Background: an optimization exercise with open tools, aiming at small area, a short achievable clock period and few clock cycles. Do not read the settings as production practice. Only simulation tests tie the RTL to the original design; equivalence was not proved. Power and IR drop assume default switching activity.

## run A
Design raster_block, start of the top module:
module raster_block (
    input  wire        clk,
    input  wire        rst,           
    input  wire        reg_valid,
    input  wire        reg_write,
    input  wire [5:0]  reg_addr,
    input  wire [31:0] reg_wdata,
    output reg  [31:0] reg_rdata,
    output wire        reg_berr,
    output wire        pix_re,
    output wire [15:0] pix_addr,
    input  wire [7:0]  pix_rdata,
    output wire        bmp_re,
    output wire        bmp_we,
    output wire [12:0] bmp_addr,
    output wire [7:0]  bmp_wdata,
    input  wire [7:0]  bmp_rdata,
    output wire        out_we,
    output wire [14:0] out_addr,
    output wire [7:0]  out_wdata,
    output wire        busy_o
);
    localparam [2:0] S_IDLE = 3'd0,
                     S_ILL  = 3'd1,    
                     S_MUL  = 3'd2,    
                     S_CHK  = 3'd3,    
                     S_RAST = 3'd4,    
                     S_ENC  = 3'd5;    
    localparam [3:0] E_NONE = 4'd0,  E_RSVD = 4'd1,  E_BADOP = 4'd2,
  ...
==> flow/config.mk <==
export PLATFORM = sky130hd
export DESIGN_NAME = raster_block
export DESIGN_NICKNAME = raster_block
export VERILOG_FILES = /design/flow/design.v
export SDC_FILE = /design/flow/constraint.sdc
export NUM_CORES = 4
export LEC_CHECK = 0
export ABC_AREA = 1
export CAP_MARGIN = 20
export CORE_MARGIN = 2
export CORE_UTILIZATION = 40
export CTS_CLUSTER_DIAMETER = 150
export CTS_CLUSTER_SIZE = 20
export PLACE_DENSITY = 0.6
export SETUP_SLACK_MARGIN = 5
export SLEW_MARGIN = 20
export TNS_END_PERCENT = 20
==> flow/constraint.sdc <==
create_clock -name core_clock -period 11.0 [get_ports {clk}]
set_input_delay 2.2000 -clock core_clock [delete_from_list [all_inputs] [get_ports {clk}]]
set_output_delay 2.2000 -clock core_clock [all_outputs]
set_load 0.01 [all_outputs]
standard.sh (not shown) runs the stock make flow with config.mk's settings and CLKGATE_MAP_FILE= SYNTH_SCRIPT=/design/flow/synth_recipe.tcl, a recipe that flattens the netlist after the stock synthesis.
==> flow/flow/run.sh <==
#!/bin/bash
# Layout: the standard ORFS flow (standard.sh, with the standard
# synthesis unchanged), except that the port buffers which placement puts on
# every input and output are sky130_fd_sc_hd__buf_1 cells instead of the
# resizer's default pick (a delay cell, clkdlybuf4s50_1); timing repair still
# resizes them where a path needs it. Each ORFS step writes its full log
# under orfs/logs/; make's own output goes to make.log here.
set -euo pipefail
bash standard.sh "BUFFER_PORTS_ARGS=-buffer_cell sky130_fd_sc_hd__buf_1" finish > make.log 2>&1
Testbench counts of run A, summed over its fixed seeds: cycles 1,107,324.
### run A -> run B
--- a/flow/config.mk
+++ b/flow/config.mk
@@ -10,6 +10,6 @@
 export CORE_MARGIN = 2
-export CORE_UTILIZATION = 40
+export CORE_UTILIZATION = 50
 export CTS_CLUSTER_DIAMETER = 150
 export CTS_CLUSTER_SIZE = 20
-export PLACE_DENSITY = 0.6
+export PLACE_DENSITY = 0.7
 export SETUP_SLACK_MARGIN = 5
## What came out
Sort run A and run B by number of antenna violations at the first check in global routing desc -> top: run A
Looking at worst hold slack across run A and run B, the one that comes out higher is run B.
Diff run A -> run B: number of iterations in the first detailed-routing pass went up; fraction of power consumed by sequential logic went up 0.6 points; biggest fanout along the worst timing path moved down; overall via count from detail_route increased about 3.3%.
The following lists how run C was set up differently from run B:
==> flow/run.sh (new file) <==
#!/bin/bash
# synth_recipe.tcl (not shown) runs the flow's synth.tcl, then flattens the netlist and writes it again
# the make line also repeats each setting of config.mk as NAME=value (left out here)
make -C /OpenROAD-flow-scripts/flow DESIGN_CONFIG=/design/flow/config.mk WORK_HOME=/design/flow/orfs CLKGATE_MAP_FILE= SYNTH_SCRIPT=/design/flow/synth_recipe.tcl finish
--- a/flow/config.mk
+++ b/flow/config.mk
@@ -10,8 +10,5 @@
 export CORE_MARGIN = 2
-export CORE_UTILIZATION = 50
-export CTS_CLUSTER_DIAMETER = 150
-export CTS_CLUSTER_SIZE = 20
-export PLACE_DENSITY = 0.7
+export CORE_UTILIZATION = 40
+export PLACE_DENSITY = 0.6
 export SETUP_SLACK_MARGIN = 5
 export SLEW_MARGIN = 20
-export TNS_END_PERCENT = 20
removed: flow/flow/run.sh
removed: flow/standard.sh
## What came out
Run C gives more critical path depth than run B did. Going from run B to run C, required time of the worst setup path comparable; setup slack at placement fell 0.79 ns; via count of the first global-routing pass shows an increase of 608. On clock insertion delay at the later pin of the skew report: run C sits above run B.
> inputs changed (run C -> run D)
==> flow/flow/run.sh (new file) <==
#!/bin/bash
# Layout: the standard ORFS flow (standard.sh, with the standard
# synthesis unchanged), except that the port buffers which placement puts on
# every input and output are sky130_fd_sc_hd__buf_2 cells instead of the
# resizer's default pick (a delay cell, clkdlybuf4s50_1); timing repair still
# resizes them where a path needs it. Each ORFS step writes its full log
# under orfs/logs/; make's own output goes to make.log here.
set -euo pipefail
bash standard.sh "BUFFER_PORTS_ARGS=-buffer_cell sky130_fd_sc_hd__buf_2" finish > make.log 2>&1
==> flow/standard.sh (new file) <==
#!/bin/bash
# synth_recipe.tcl (not shown) runs the flow's synth.tcl, then flattens the netlist and writes it again
# the make line also repeats each setting of config.mk as NAME=value (left out here)
make -C /OpenROAD-flow-scripts/flow DESIGN_CONFIG=/design/flow/config.mk WORK_HOME=/design/flow/orfs CLKGATE_MAP_FILE= SYNTH_SCRIPT=/design/flow/synth_recipe.tcl "${@:-finish}"
--- a/flow/config.mk
+++ b/flow/config.mk
@@ -11,2 +11,4 @@
 export CORE_UTILIZATION = 40
+export CTS_CLUSTER_DIAMETER = 150
+export CTS_CLUSTER_SIZE = 20
 export PLACE_DENSITY = 0.6
removed: flow/run.sh
## What came out
Run C was larger in final cell area than run D. When the final numbers for run C and run D were put side by side, the total power turned out to be smaller in run D. Taking run C as the reference, in run D non-clock buffer count down 28; final sequential cell count flat; wire length of the first global-routing pass down 2.5%. Per the comparison of run D with run C, average wire per standard cell ~0 delta, synthesis-to-layout area growth -8.7 points.
What run E does differently from run D at the input level:
==> flow/flow/run.sh <==
#!/bin/bash
# Layout: the standard ORFS flow (standard.sh, with the standard
# synthesis unchanged), except that the port buffers which placement puts on
# every input and output are sky130_fd_sc_hd__buf_1 cells instead of the
# resizer's default pick (a delay cell, clkdlybuf4s50_1); timing repair still
# resizes them where a path needs it. Each ORFS step writes its full log
# under orfs/logs/; make's own output goes to make.log here.
set -euo pipefail
bash standard.sh "BUFFER_PORTS_ARGS=-buffer_cell sky130_fd_sc_hd__buf_1" finish > make.log 2>&1
--- outcome ---
- The final layout from run E, which completed every stage, passed the timing, DRC and antenna checks at the end of the flow.
- ~same hold slack in run E and run D
- On number of cells in the finished layout apart from fillers, run E and run D are basically level.
- | post-cts resize count | higher: run E |
- Run E leaves less setup margin than run D.

[static timing again, ports no longer ideal]
No port has a modelled driver above. Below, the same layouts with a new extraction and two added sets of constraints.
Step 1 (the two cells are an assumption about what drives the block):
set clk [get_ports {clk}]
set_driving_cell -lib_cell sky130_fd_sc_hd__clkbuf_16 $clk
set_driving_cell -lib_cell sky130_fd_sc_hd__buf_2 [delete_from_list [all_inputs] $clk]
Step 2, shift: input delay + t, output delay - t, t = (earliest + latest rising clock arrival at the registers) / 2. This alone moves slack from input paths to output paths.
Three values: ideal ports, drivers, drivers and shift; two values: the first two.
| run | shift t [ns] | slack for setup (ns) | hold slack, ns | clock arrival spread, ns |
|---|---|---|---|---|
| run A | 0.587 | 4.842 / 4.822 / 4.822 | 0.469 / 0.469 / 0.469 | 0.038 / 0.037 |
| run B | 0.571 | 4.842 / 4.797 / 4.797 | 0.497 / 0.497 / 0.497 | 0.032 / 0.033 |
| run C | 0.658 | 4.843 / 4.790 / 4.790 | 0.465 / 0.465 / 0.465 | 0.026 / 0.026 |
| run D | 0.578 | 4.903 / 4.868 / 4.868 | 0.471 / 0.471 / 0.471 | 0.042 / 0.042 |
| run E | 0.585 | 4.892 / 4.853 / 4.853 | 0.468 / 0.468 / 0.468 | 0.037 / 0.038 |
After both steps setup and hold are still met in every run listed. For run C, which loses most, drivers alone change the setup slack by -0.053 ns; drivers and shift together by -0.053 ns.
